What follows belongs to an exercise in optimizing a design on an open flow for small area and a short achievable clock period; a production flow would make more cautious choices. Function was checked by simulation only, so behaviour that the tests miss may differ from the original. Power and IR drop assume default switching activity.

`flow/run.sh`:
```
#!/bin/bash
# synth_recipe.tcl (not shown) runs the flow's synth.tcl, then flattens the netlist and writes it again
# the make line also repeats each setting of config.mk as NAME=value (left out here)
make -C /OpenROAD-flow-scripts/flow DESIGN_CONFIG=/design/flow/config.mk WORK_HOME=/design/flow/orfs CLKGATE_MAP_FILE= SYNTH_SCRIPT=/design/flow/synth_recipe.tcl finish
```
`flow/config.mk`:
```
export PLATFORM = sky130hd
export DESIGN_NAME = swire_decoder
export DESIGN_NICKNAME = swire_decoder
export VERILOG_FILES = /design/flow/design.v
export SDC_FILE = /design/flow/constraint.sdc
export NUM_CORES = 4
export LEC_CHECK = 0
export CAP_MARGIN = 20
export CORE_MARGIN = 2
export CORE_UTILIZATION = 40
export SLEW_MARGIN = 20
```
`flow/constraint.sdc`:
```
create_clock -name core_clock -period 18.0 [get_ports {clk}]
set_input_delay 3.6000 -clock core_clock [delete_from_list [all_inputs] [get_ports {clk}]]
set_output_delay 3.6000 -clock core_clock [all_outputs]
set_load 0.01 [all_outputs]
```
`flow/design.v`:
```
module swire_decoder (
    input  wire        clk,
    input  wire        rst,
    input  wire        sv,
    input  wire        din,
    input  wire        eos,
    input  wire [31:0] cfg_sample_rate,
    input  wire [31:0] cfg_bit_rate,
    input  wire [1:0]  cfg_address_bytes,
    input  wire [31:0] cfg_trig_wait,
    output reg         bits_valid,
    output reg  [1:0]  bits_class,
    output reg         bits_value,
    output reg  [31:0] bits_start,
    output reg  [31:0] bits_end,
    output reg         bytes_valid,
    output reg  [7:0]  bytes_value,
    output reg         bytes_has_cmd,
    output reg         bytes_cmd,
    output reg         bytes_framing_ok,
    output reg  [31:0] bytes_start,
    output reg  [31:0] bytes_end,
    output reg         master_valid,
    output reg  [2:0]  master_class,
    output reg  [2:0]  master_kind,
    output reg  [23:0] master_data,
    output reg  [31:0] master_start,
    output reg  [31:0] master_end,
    output reg         slave_valid,
    output reg  [7:0]  slave_value,
    output reg  [31:0] slave_start,
    output reg  [31:0] slave_end,
    output reg         txn_valid,
    output reg         txn_outcome,
    output reg  [2:0]  txn_kind,
    output reg  [23:0] txn_addr,
    output reg  [1:0]  txn_addr_cnt,
    output reg  [7:0]  txn_rw_id,
    output reg         txn_rwid_valid,
    output reg         txn_dir,
    output reg  [15:0] txn_data_cnt,
    output reg  [31:0] txn_start,
    output reg  [31:0] txn_end,
    output wire [3:0]  state,
    output wire        shape,
    output wire        txn_open,
    output wire [3:0]  cnt,
    output wire        done
);
    localparam [1:0] WAIT_FALL = 2'd0, IN_LOW = 2'd1, IN_HIGH = 2'd2;
    localparam [3:0] S_IDLE = 4'd0, S_SEEK_START = 4'd1, S_ADDR = 4'd2,
                     S_RWID = 4'd3, S_WDATA = 4'd4, S_AWAIT_TRIG = 4'd5,
                     S_RDATA = 4'd6, S_SEEK_END = 4'd7;
    localparam [1:0] B_DATA = 2'd0, B_CMD = 2'd1, B_ERR = 2'd2;
    localparam [2:0] M_START = 3'd0, M_ADDR = 3'd1, M_RWID = 3'd2, M_WDATA = 3'd3,
                     M_TRIGGER = 3'd4, M_END = 3'd5, M_ERROR = 3'd6;
    localparam [2:0] E_BAD = 3'd1, E_PEOS = 3'd2, E_UCB = 3'd3, E_MEM = 3'd4,
                     E_MT = 3'd5;
    reg [31:0] pos;
    reg        primed;
    reg        prev;
    reg [1:0]  phase;
    reg [31:0] fall_pos;
    reg [31:0] rise_pos;
    reg [3:0]  st;
    reg [3:0]  bcnt;
    reg        cmd;
    reg [7:0]  sh;
    reg [31:0] byte_start;
    reg [23:0] addr;
    reg [1:0]  addr_cnt;
    reg [31:0] addr_start;
    reg [7:0]  rw_id;
    reg        rwid_valid;
    reg        dir;
    reg [15:0] data_cnt;
    reg [31:0] txn_start_r;
    reg [31:0] wait_start;
    reg        done_r;
    reg        pend_valid;
    reg [31:0] pend_start;
    reg [31:0] pend_end;
    reg        pend_txn;
    assign state    = st;
    assign cnt      = bcnt;
    assign done     = done_r;
    assign shape    = (st == S_RDATA);
    assign txn_open = (st >= S_ADDR) && (st <= S_SEEK_END);
    wire [35:0] sr  = {4'd0, cfg_sample_rate};
    wire [35:0] t3  = sr + (sr << 1);
    wire [35:0] t5  = sr + (sr << 2);
    wire [35:0] t7  = (sr << 3) - sr;
    wire [35:0] t9  = (sr << 3) + sr;
    function [2:0] units_of;
        input [67:0] m;     
        input [35:0] u1, u3, u5, u7, u9;
        begin
            if (m < {32'd0, u1})      units_of = 3'd0;
            else if (m < {32'd0, u3}) units_of = 3'd1;
            else if (m < {32'd0, u5}) units_of = 3'd2;
            else if (m < {32'd0, u7}) units_of = 3'd3;
            else if (m < {32'd0, u9}) units_of = 3'd4;
            else                      units_of = 3'd5;
        end
    endfunction
    wire [31:0] d_low  = (phase == IN_LOW) ? (pos - fall_pos) : (rise_pos - fall_pos);
    wire [31:0] d_high = pos - rise_pos;
    wire [63:0] p_low  = cfg_bit_rate * d_low;
    wire [63:0] p_high = cfg_bit_rate * d_high;
    wire [67:0] m_low  = ({4'd0, p_low}  << 3) + ({4'd0, p_low}  << 1);
    wire [67:0] m_high = ({4'd0, p_high} << 3) + ({4'd0, p_high} << 1);
    wire [2:0] u_low  = units_of(m_low,  sr, t3, t5, t7, t9);
    wire [2:0] u_high = units_of(m_high, sr, t3, t5, t7, t9);
    wire       idle_h = p_high > {32'd0, cfg_sample_rate};
    reg [31:0] n_pos, n_fall_pos, n_rise_pos, n_byte_start, n_addr_start;
    reg [31:0] n_txn_start, n_wait_start;
    reg        n_primed, n_prev, n_cmd, n_rwid_valid, n_dir, n_done;
    reg [1:0]  n_phase, n_addr_cnt;
    reg [3:0]  n_st, n_bcnt;
    reg [7:0]  n_sh, n_rw_id;
    reg [23:0] n_addr;
    reg [15:0] n_data_cnt;
    reg        r_bits_v;   reg [1:0] r_bits_c; reg r_bits_val;
    reg [31:0] r_bits_s,   r_bits_e;
    reg        r_bytes_v;  reg [7:0] r_bytes_val; reg r_bytes_hc, r_bytes_cmd, r_bytes_fok;
    reg [31:0] r_bytes_s,  r_bytes_e;
    reg        r_m_v;      reg [2:0] r_m_c, r_m_k; reg [23:0] r_m_d;
    reg [31:0] r_m_s,      r_m_e;
    reg        r_s_v;      reg [7:0] r_s_val;
    reg [31:0] r_s_s,      r_s_e;
    reg        r_t_v, r_t_out; reg [2:0] r_t_k;
    reg [31:0] r_t_s,      r_t_e;
    reg [23:0] r_t_addr;   reg [1:0] r_t_acnt; reg [7:0] r_t_rwid;
    reg        r_t_rwv, r_t_dir; reg [15:0] r_t_dcnt;
    reg        r_peos_v, r_peos_txn; reg [31:0] r_peos_s, r_peos_e;
    reg        sym_bit, sym_bad, sym_trig, sym_idle, sym_mt, sym_fall;
    reg        bit_v;
    reg [31:0] sym_s, sym_e, p;
    reg        mid_bit;
    reg        byte_done;
    reg [7:0]  byte_val;
    reg        byte_hc, byte_c, byte_fok;
    reg        err;
    reg [2:0]  err_kind;
    reg [31:0] err_a, err_b;
    reg [7:0]  err_val;
    reg [31:0] pe_a;
    reg        open_now;
    always @* begin
        n_pos = pos; n_primed = primed; n_prev = prev; n_phase = phase;
        n_fall_pos = fall_pos; n_rise_pos = rise_pos; n_st = st; n_bcnt = bcnt;
        n_cmd = cmd; n_sh = sh; n_byte_start = byte_start; n_addr = addr;
        n_addr_cnt = addr_cnt; n_addr_start = addr_start; n_rw_id = rw_id;
        n_rwid_valid = rwid_valid; n_dir = dir; n_data_cnt = data_cnt;
        n_txn_start = txn_start_r; n_wait_start = wait_start; n_done = done_r;
        r_bits_v = 1'b0; r_bits_c = B_DATA; r_bits_val = 1'b0; r_bits_s = 32'd0; r_bits_e = 32'd0;
        r_bytes_v = 1'b0; r_bytes_val = 8'd0; r_bytes_hc = 1'b0; r_bytes_cmd = 1'b0; r_bytes_fok = 1'b0;
        r_bytes_s = 32'd0; r_bytes_e = 32'd0;
        r_m_v = 1'b0; r_m_c = M_START; r_m_k = 3'd0; r_m_d = 24'd0; r_m_s = 32'd0; r_m_e = 32'd0;
        r_s_v = 1'b0; r_s_val = 8'd0; r_s_s = 32'd0; r_s_e = 32'd0;
        r_t_v = 1'b0; r_t_out = 1'b0; r_t_k = 3'd0; r_t_s = 32'd0; r_t_e = 32'd0;
        r_t_addr = 24'd0; r_t_acnt = 2'd0; r_t_rwid = 8'd0; r_t_rwv = 1'b0; r_t_dir = 1'b0;
        r_t_dcnt = 16'd0;
        r_peos_v = 1'b0; r_peos_txn = 1'b0; r_peos_s = 32'd0; r_peos_e = 32'd0;
        sym_bit = 1'b0; sym_bad = 1'b0; sym_trig = 1'b0; sym_idle = 1'b0; sym_mt = 1'b0;
        sym_fall = 1'b0; bit_v = 1'b0; sym_s = fall_pos; sym_e = pos; p = pos;
        mid_bit = 1'b0;
        byte_done = 1'b0; byte_val = 8'd0; byte_hc = 1'b0; byte_c = 1'b0; byte_fok = 1'b0;
        err = 1'b0; err_kind = 3'd0; err_a = 32'd0; err_b = 32'd0; err_val = 8'd0;
        pe_a = 32'd0; open_now = 1'b0;
        if (done_r) begin
        end else if (eos) begin
            if (phase == IN_HIGH) begin
                if ((u_low == 3'd1 && u_high >= 3'd4) || (u_low == 3'd4 && u_high >= 3'd1)) begin
                    sym_bit = 1'b1;
                    bit_v   = (u_low == 3'd4);
                end else begin
                    mid_bit = 1'b1;
                end
            end else if (phase == IN_LOW) begin
                mid_bit = 1'b1;
            end
        end else if (sv) begin
            if (!primed) begin
                n_primed = 1'b1;
            end else begin
                case (phase)
                    WAIT_FALL: begin
                        if (prev && !din) begin
                            sym_fall = 1'b1;
                        end else if (st == S_AWAIT_TRIG && (pos - wait_start) > cfg_trig_wait) begin
                            sym_mt = 1'b1;
                        end
                    end
                    IN_LOW: begin
                        if (din) begin
                            n_rise_pos = pos;
                            if (st == S_AWAIT_TRIG && u_low == 3'd1) begin
                                sym_trig = 1'b1;
                                n_phase  = WAIT_FALL;
                            end else begin
                                n_phase  = IN_HIGH;
                            end
                        end
                    end
                    IN_HIGH: begin
                        if (idle_h) begin
                            sym_idle = 1'b1;
                            if (u_low == 3'd1) begin
                                sym_bit = 1'b1; bit_v = 1'b0;
                            end else if (u_low == 3'd4) begin
                                sym_bit = 1'b1; bit_v = 1'b1;
                            end else begin
                                sym_bad = 1'b1;
                            end
                            if (!din) sym_fall = 1'b1;
                            else      n_phase  = WAIT_FALL;
                        end else if (!din) begin
                            if (u_low == 3'd1 && u_high == 3'd4) begin
                                sym_bit = 1'b1; bit_v = 1'b0;
                            end else if (u_low == 3'd4 && u_high == 3'd1) begin
                                sym_bit = 1'b1; bit_v = 1'b1;
                            end else begin
                                sym_bad = 1'b1;
                            end
                            sym_fall = 1'b1;
                        end
                    end
                    default: ;
                endcase
            end
        end
        if (sym_bit) begin
            if (n_st == S_IDLE) n_st = S_SEEK_START;
            if (n_bcnt == 4'd0) n_byte_start = sym_s;
            r_bits_v = 1'b1; r_bits_val = bit_v; r_bits_s = sym_s; r_bits_e = sym_e;
            if (n_st != S_RDATA) begin
                if (n_bcnt == 4'd0) begin
                    n_cmd = bit_v; r_bits_c = B_CMD; n_bcnt = 4'd1;
                    if ((n_st == S_WDATA || n_st == S_AWAIT_TRIG) && bit_v)
                        n_st = S_SEEK_END;
                end else if (n_bcnt <= 4'd8) begin
                    n_sh = {n_sh[6:0], bit_v}; r_bits_c = B_DATA; n_bcnt = n_bcnt + 4'd1;
                end else begin
                    r_bits_c = B_DATA; n_bcnt = 4'd0;
                    byte_done = 1'b1; byte_val = n_sh; byte_hc = 1'b1; byte_c = n_cmd;
                    byte_fok = bit_v;
                end
            end else begin
                if (n_bcnt <= 4'd7) begin
                    n_sh = {n_sh[6:0], bit_v}; r_bits_c = B_DATA; n_bcnt = n_bcnt + 4'd1;
                end else begin
                    r_bits_c = B_DATA; n_bcnt = 4'd0;
                    byte_done = 1'b1; byte_val = n_sh; byte_hc = 1'b0; byte_c = 1'b0;
                    byte_fok = bit_v;
                end
            end
        end
        if (byte_done) begin
            r_bytes_v = 1'b1; r_bytes_val = byte_val; r_bytes_hc = byte_hc;
            r_bytes_cmd = byte_c; r_bytes_fok = byte_fok;
            r_bytes_s = n_byte_start; r_bytes_e = sym_e;
            case (n_st)
                S_SEEK_START: begin
                    if (byte_c && byte_val == 8'h5A) begin
                        r_m_v = 1'b1; r_m_c = M_START; r_m_s = n_byte_start; r_m_e = sym_e;
                        n_txn_start = n_byte_start;
                        n_addr = 24'd0; n_addr_cnt = 2'd0; n_rw_id = 8'd0; n_rwid_valid = 1'b0;
                        n_dir = 1'b0; n_data_cnt = 16'd0;
                        n_st = S_ADDR;
                    end
                end
                S_ADDR: begin
                    if (byte_c) begin
                        err = 1'b1; err_kind = E_UCB; err_a = n_byte_start; err_b = sym_e;
                        err_val = byte_val;
                    end else begin
                        if (n_addr_cnt == 2'd0) n_addr_start = n_byte_start;
                        n_addr = {n_addr[15:0], byte_val};
                        n_addr_cnt = n_addr_cnt + 2'd1;
                        if (n_addr_cnt == cfg_address_bytes) begin
                            r_m_v = 1'b1; r_m_c = M_ADDR; r_m_d = n_addr;
                            r_m_s = n_addr_start; r_m_e = sym_e;
                            n_st = S_RWID;
                        end
                    end
                end
                S_RWID: begin
                    if (byte_c) begin
                        err = 1'b1; err_kind = E_UCB; err_a = n_byte_start; err_b = sym_e;
                        err_val = byte_val;
                    end else begin
                        n_rw_id = byte_val; n_rwid_valid = 1'b1; n_dir = byte_val[7];
                        r_m_v = 1'b1; r_m_c = M_RWID; r_m_d = {16'd0, byte_val};
                        r_m_s = n_byte_start; r_m_e = sym_e;
                        if (byte_val[7]) begin
                            n_st = S_AWAIT_TRIG; n_wait_start = p;
                        end else begin
                            n_st = S_WDATA;
                        end
                    end
                end
                S_WDATA: begin
                    r_m_v = 1'b1; r_m_c = M_WDATA; r_m_d = {16'd0, byte_val};
                    r_m_s = n_byte_start; r_m_e = sym_e;
                    if (n_data_cnt != 16'hFFFF) n_data_cnt = n_data_cnt + 16'd1;
                end
                S_RDATA: begin
                    r_s_v = 1'b1; r_s_val = byte_val; r_s_s = n_byte_start; r_s_e = sym_e;
                    if (n_data_cnt != 16'hFFFF) n_data_cnt = n_data_cnt + 16'd1;
                    n_st = S_AWAIT_TRIG; n_wait_start = p;
                end
                S_SEEK_END: begin
                    if (byte_val == 8'hFF) begin
                        r_m_v = 1'b1; r_m_c = M_END; r_m_s = n_byte_start; r_m_e = sym_e;
                        r_t_v = 1'b1; r_t_out = 1'b0; r_t_k = 3'd0;
                        r_t_addr = n_addr; r_t_acnt = n_addr_cnt; r_t_rwid = n_rw_id;
                        r_t_rwv = n_rwid_valid; r_t_dir = n_dir; r_t_dcnt = n_data_cnt;
                        r_t_s = n_txn_start; r_t_e = sym_e;
                        n_st = S_IDLE;
                    end else begin
                        err = 1'b1; err_kind = E_MEM; err_a = n_byte_start; err_b = sym_e;
                        err_val = byte_val;
                    end
                end
                default: ;
            endcase
        end
        if (sym_bad) begin
            if (n_st == S_IDLE) n_st = S_SEEK_START;
            r_bits_v = 1'b1; r_bits_c = B_ERR; r_bits_val = 1'b0; r_bits_s = sym_s; r_bits_e = sym_e;
            if (n_st >= S_ADDR && n_st <= S_SEEK_END) begin
                err = 1'b1; err_kind = E_BAD; err_val = 8'd0; err_b = sym_e;
                err_a = (n_bcnt != 4'd0) ? n_byte_start : sym_s;
            end
            n_bcnt = 4'd0;
        end
        if (sym_trig) begin
            r_m_v = 1'b1; r_m_c = M_TRIGGER; r_m_s = fall_pos; r_m_e = pos;
            n_st = S_RDATA;
        end
        if (sym_mt) begin
            err = 1'b1; err_kind = E_MT; err_a = wait_start; err_b = pos; err_val = 8'd0;
        end
        if (err) begin
            r_m_v = 1'b1; r_m_c = M_ERROR; r_m_k = err_kind; r_m_d = {16'd0, err_val};
            r_m_s = err_a; r_m_e = err_b;
            if (n_st >= S_ADDR && n_st <= S_SEEK_END) begin
                r_t_v = 1'b1; r_t_out = 1'b1; r_t_k = err_kind;
                r_t_addr = n_addr; r_t_acnt = n_addr_cnt; r_t_rwid = n_rw_id;
                r_t_rwv = n_rwid_valid; r_t_dir = n_dir; r_t_dcnt = n_data_cnt;
                r_t_s = n_txn_start; r_t_e = err_b;
            end
            n_bcnt = 4'd0;
            n_st = S_SEEK_START;
        end
        if (sym_idle) begin
            if (n_st == S_SEEK_START) begin
                n_bcnt = 4'd0; n_st = S_IDLE;
            end
        end
        if (sym_fall) begin
            n_fall_pos = pos; n_phase = IN_LOW;
        end
        if (!done_r && !eos && sv) begin
            n_prev = din;
            n_pos  = pos + 32'd1;
        end
        if (!done_r && eos) begin
            open_now = (n_st >= S_ADDR && n_st <= S_SEEK_END);
            if (mid_bit || n_bcnt != 4'd0 || open_now) begin
                pe_a = (n_bcnt != 4'd0) ? n_byte_start : (mid_bit ? fall_pos : pos);
                r_peos_v = 1'b1; r_peos_s = pe_a; r_peos_e = pos;
                if (open_now) begin
                    r_peos_txn = 1'b1;
                    r_t_v = 1'b1; r_t_out = 1'b1; r_t_k = E_PEOS;
                    r_t_addr = n_addr; r_t_acnt = n_addr_cnt; r_t_rwid = n_rw_id;
                    r_t_rwv = n_rwid_valid; r_t_dir = n_dir; r_t_dcnt = n_data_cnt;
                    r_t_s = n_txn_start; r_t_e = pos;
                end
                n_st = S_SEEK_START;
            end
            n_bcnt  = 4'd0;
            n_phase = WAIT_FALL;
            n_done  = 1'b1;
        end
    end
    always @(posedge clk) begin
        if (rst) begin
            pos <= 32'd0; primed <= 1'b0; prev <= 1'b1; phase <= WAIT_FALL;
            fall_pos <= 32'd0; rise_pos <= 32'd0; st <= S_IDLE; bcnt <= 4'd0;
            cmd <= 1'b0; sh <= 8'd0; byte_start <= 32'd0; addr <= 24'd0;
            addr_cnt <= 2'd0; addr_start <= 32'd0; rw_id <= 8'd0; rwid_valid <= 1'b0;
            dir <= 1'b0; data_cnt <= 16'd0; txn_start_r <= 32'd0; wait_start <= 32'd0;
            done_r <= 1'b0;
            pend_valid <= 1'b0; pend_start <= 32'd0; pend_end <= 32'd0; pend_txn <= 1'b0;
            bits_valid <= 1'b0; bytes_valid <= 1'b0; master_valid <= 1'b0;
            slave_valid <= 1'b0; txn_valid <= 1'b0;
        end else begin
            pos <= n_pos; primed <= n_primed; prev <= n_prev; phase <= n_phase;
            fall_pos <= n_fall_pos; rise_pos <= n_rise_pos; st <= n_st; bcnt <= n_bcnt;
            cmd <= n_cmd; sh <= n_sh; byte_start <= n_byte_start; addr <= n_addr;
            addr_cnt <= n_addr_cnt; addr_start <= n_addr_start; rw_id <= n_rw_id;
            rwid_valid <= n_rwid_valid; dir <= n_dir; data_cnt <= n_data_cnt;
            txn_start_r <= n_txn_start; wait_start <= n_wait_start; done_r <= n_done;
            bits_valid <= r_bits_v;
            bits_class <= r_bits_c; bits_value <= r_bits_val;
            bits_start <= r_bits_s; bits_end <= r_bits_e;
            bytes_valid <= r_bytes_v;
            bytes_value <= r_bytes_val; bytes_has_cmd <= r_bytes_hc; bytes_cmd <= r_bytes_cmd;
            bytes_framing_ok <= r_bytes_fok; bytes_start <= r_bytes_s; bytes_end <= r_bytes_e;
            slave_valid <= r_s_v;
            slave_value <= r_s_val; slave_start <= r_s_s; slave_end <= r_s_e;
            pend_valid <= 1'b0;
            if (pend_valid) begin
                master_valid <= 1'b1; master_class <= M_ERROR; master_kind <= E_PEOS;
                master_data <= 24'd0; master_start <= pend_start; master_end <= pend_end;
                txn_valid <= pend_txn;
            end else if (r_peos_v && r_m_v) begin
                master_valid <= 1'b1; master_class <= r_m_c; master_kind <= r_m_k;
                master_data <= r_m_d; master_start <= r_m_s; master_end <= r_m_e;
                txn_valid <= 1'b0;
                pend_valid <= 1'b1; pend_start <= r_peos_s; pend_end <= r_peos_e;
                pend_txn <= r_peos_txn;
            end else if (r_peos_v) begin
                master_valid <= 1'b1; master_class <= M_ERROR; master_kind <= E_PEOS;
                master_data <= 24'd0; master_start <= r_peos_s; master_end <= r_peos_e;
                txn_valid <= r_t_v;
            end else begin
                master_valid <= r_m_v; master_class <= r_m_c; master_kind <= r_m_k;
                master_data <= r_m_d; master_start <= r_m_s; master_end <= r_m_e;
                txn_valid <= r_t_v;
            end
            if (!pend_valid) begin
                txn_outcome <= r_t_out; txn_kind <= r_t_k; txn_addr <= r_t_addr;
                txn_addr_cnt <= r_t_acnt; txn_rw_id <= r_t_rwid; txn_rwid_valid <= r_t_rwv;
                txn_dir <= r_t_dir; txn_data_cnt <= r_t_dcnt; txn_start <= r_t_s;
                txn_end <= r_t_e;
            end
        end
    end
endmodule
```
==> results.py <==
metrics = {
    "die": {
        "rows": 206,
        "io_pins": 547,
        "core-area_mm2": 0.314,
        "dieArea_mm2": 0.319,
        "initial_core_util_pct": 40.1,
        "die_h_um": 565,
        "die_x_um": 565,
    },
    "placement": {
        "placed_cells": 19500,
        "place_congestion": 0.973,
        "post-place-ws_ns": -0.981,
        "io_buffer_count": 546,
        "placed_area_mm2": 0.143,
        "hpwlAfterDp_mm": 356,
    },
    "grt": {
        "grt_pass1_wl_mm": 662,
        "grt_overflow": 0,
        "grt.total_usage_pct": 27.0,
        "grt_start_max_net_pins": 142,
        "antenna_found_initial": 25,
        "grt_pass1_vias": 107000,
    },
    "timing": {
        "tightest_slew_ns": 1.19,
        "min_period_ns": 17.38,
        "setup_violations": 0,
        "maxSlewViolCount": 0,
        "post-route-period-util_pct": 96.6,
        "fin_tns_setup_ns": 0,
        "fmax_ghz": 0.0575,
        "finalHoldViolCount": 0,
        "relSlewSlack_pct": 20.4,
        "whs_ns": 0.456,
        "fin_ws_ns": 0.619,
        "clock_skew_ns": 0.0429,
    },
    "detailed_routing": {
        "routedWlPerCell_um": 22.0,
        "drtIter0Drc": 7661,
        "wirelength_mm": 434,
        "ant_nets": 0,
        "drcViolationCount": 0,
        "dr_total_vias": 106000,
        "dr.pass1.iters": 6,
        "via_per_inst": 5.38,
    },
    "hold_path": {
        "worstHoldStart": "wait_start[29]",
        "hp-class": "reg -> reg",
    },
    "final_layout": {
        "final_nets": 18600,
        "num-fill-cells": 30400,
        "drive_gt1_share_pct": 10.9,
        "fin_util_pct": 47.0,
        "seq_area_mm2": 0.0202,
        "syn_to_final_growth_pct": 17.1,
        "fin_cells": 19700,
        "finalInstanceArea_mm2": 0.148,
        "multi_input_area_mm2": 0.0958,
    },
    "logic_synthesis": {
        "ys_seq_area_share_pct": 16.1,
        "syn-instance-count": 14400,
        "synth_fp_nets": 17500,
        "post-synth-top-area-fraction_pct": 28.6,
        "ys_warn_count": 1,
        "netlist_area_mm2": 0.126,
        "yosys.area.top_type": "fa_1",
        "synthTopCellsByArea": "fa_1 (29%), ha_1 (13%), edfxtp_1 (10%), inv_1 (6.9%), dfxtp_1 (5.9%)",
        "synthTopCellsByCount": "inv_1 (2303), nand2_1 (1956), fa_1 (1800), ha_1 (1261), and2_1 (893)",
        "yosysMostFrequentCell": "inv_1",
        "yosysUniqueCellTypes": 112,
        "synth_edf_count": 428,
        "async_reset_ff_share_pct": 0,
        "synth-seq-cells": 797,
        "syn_area_per_cell_um2": 8.76,
        "synth_ff_type": "edfxtp_1",
    },
    "critical_path": {
        "cp_data_required_time_ns": 18.53,
        "critPathSlowestCell": "xnor2_1",
        "critPathLaunch": "cfg_bit_rate[5]",
        "crit_fanout": 64,
        "worstSetupEndpointType": "flip-flop",
        "rr_startpoint": "phase[1]",
        "path_class": "in -> reg",
        "cp_data_arrival_time_ns": 17.92,
        "critical_path.max_stage_delay_ns": 0.73,
        "cpMostUsedCell": "fa_1",
        "cp-start-kind": "input pin",
    },
    "power_and_ir_drop": {
        "switchingPower_mw": 2.10,
        "swShare_pct": 36.0,
        "max-vdd-ir-drop_mv": 0.0700,
        "combPwrFrac_pct": 38.0,
        "seqPwrFrac_pct": 33.9,
        "fin_total_pwr_mw": 5.84,
        "clockPowerShare_pct": 28.1,
        "p_int_mw": 3.74,
        "p_leak_nw": 70.6,
        "power_density_mw_per_mm2": 39.6,
    },
    "clock_tree": {
        "clock_path_buffers": 3,
        "htreeDepth": 3,
        "clk_pin_slew_ns": 0.07,
        "clkSinkCount": 797,
        "cts-root-buf": "clkbuf_16",
        "clk_latency_ns": 0.68,
        "numCtsBuffers": 72,
        "cts_tree": "done",
    },
    "flow_run": {
        "drv_cap": 0,
    },
    "run_status": {
        "status": "timing/DRC/antenna clean",
    },
}
-- power groups by stage --
stage          sequential (mW)  clock, mW  combinational, mW
3_3_place_gp              2.02          0               2.14
2_1_floorplan             2.05          0               1.25
6_report                  1.98       1.64               2.22
4_1_cts                   1.98       1.66               2.17
5_1_grt                   1.98       1.72               2.44
3_5_place_dp              2.02          0               2.15
-- placed cells by master, fill, tap and decap left out, drive strengths merged, types with 74 or more instances in the layout --
cell type,n
clkbuf,90
inv,2314
fa,1800
a211oi,107
nor3,155
clkdlybuf4s50,513
a21oi,779
and2,895
nand3,149
mux2i,74
o21a,78
o21bai,82
nand2b,115
xor2,131
buf,1217
and3,101
xnor2,279
a22o,94
dfxtp,369
nor2b,119
ha,1261
a21o,253
nand2,1957
nand4,143
edfxtp,428
nor2,677
o21ai,422
-- registers in the layout (all words and copies together), names as in the netlist, 32 cells and up --
signal,flops
slave_start,32
slave_end,32
pend_start,32
fall_pos,32
addr_start,32
bits_end,32
bytes_start,32
master_end,32
bytes_end,32
pos,32
wait_start,32
pend_end,32
txn_start_r,32
rise_pos,32
bits_start,32
txn_start,32
master_start,32
byte_start,32
txn_end,32
-- per-layer routing --
metal	up-vias	track usage (%)	routed length [µm]
li1	48800	-	-
met2	3478	46.5	210000
met4	4	9.34	17000
met5	-	0	195
met3	670	3.16	26900
met1	52900	34.8	180000
-- worst max-delay path, delay by kind of cell --
family,cells,cell delay [ns]
compound gates,17,3.22
xor+xnor,2,0.90
fa+ha+maj,11,4.74
buf+inv,12,1.76
simple gates,15,3.58
-- worst paths after layout --
check                                       to  slack, ns  depth (start not counted)
worst max-delay path              pend_end[19]       0.62                         57
worst min-delay path            wait_start[29]       0.46                          2
worst max register to register    pend_end[19]       0.64                         79
worst min register to register  wait_start[29]       0.46                          2
-- final cells by class --
class                   instances  area share [%]
clock buffers                  88            1.32
well taps                    4160            3.53
repair buffers               1732            10.2
flip-flops and latches        797            13.7
clock inverters                44           0.350
multi-input cells           10500            65.0
diodes                         15          0.0254
inverters                    2307            5.87
-- logic make-up after synthesis --
kind of cell             Yosys count  share of synthesized area, %
AO/OA/AOI/OAI                   2418                          12.7
flip-flops                       797                          16.1
AND/OR/NAND/NOR                 4528                          17.1
XOR/XNOR                         411                          2.89
buffers and inverters           3060                          9.21
adder cells (fa/ha/maj)         3061                          41.1
multiplexers                     110                         0.910
-- what timing repair did --
| item | CTS | global route |
|---|---|---|
| gates resized for setup | 46 | 194 |
| buffers inserted | 4 | 38 |
| endpoints found under the setup margin | 631 | 644 |
| gates cloned | 0 | 2 |
| pin swaps | 7 | 86 |
| hold buffers | 0 | 0 |

==> afterwards: timing with drivers on the ports <==
No port has a modelled driver above. Below, the same layout with a new extraction and two added sets of constraints.
Step 1, drivers: a clkbuf_16 drives clk and a buf_2 each remaining input, both assumed.
Step 2 times the ports against the registers' clock, not the clock port: input delays grow and output delays shrink by t, the midpoint of the rising clock arrivals with the driver on.
Slacks: no drivers / after step 1 / after step 2; pairs: no drivers / after step 1.
t, ns: 0.746
setup slack, ns: 0.619 / 0.639 / -0.069
slew at the worst register clock pin (ns): 0.07 / 0.07
Met with ideal ports but missed after step 2: setup timing in this run. For this run, drivers alone change the setup slack by +0.020 ns; drivers and shift together by -0.688 ns.
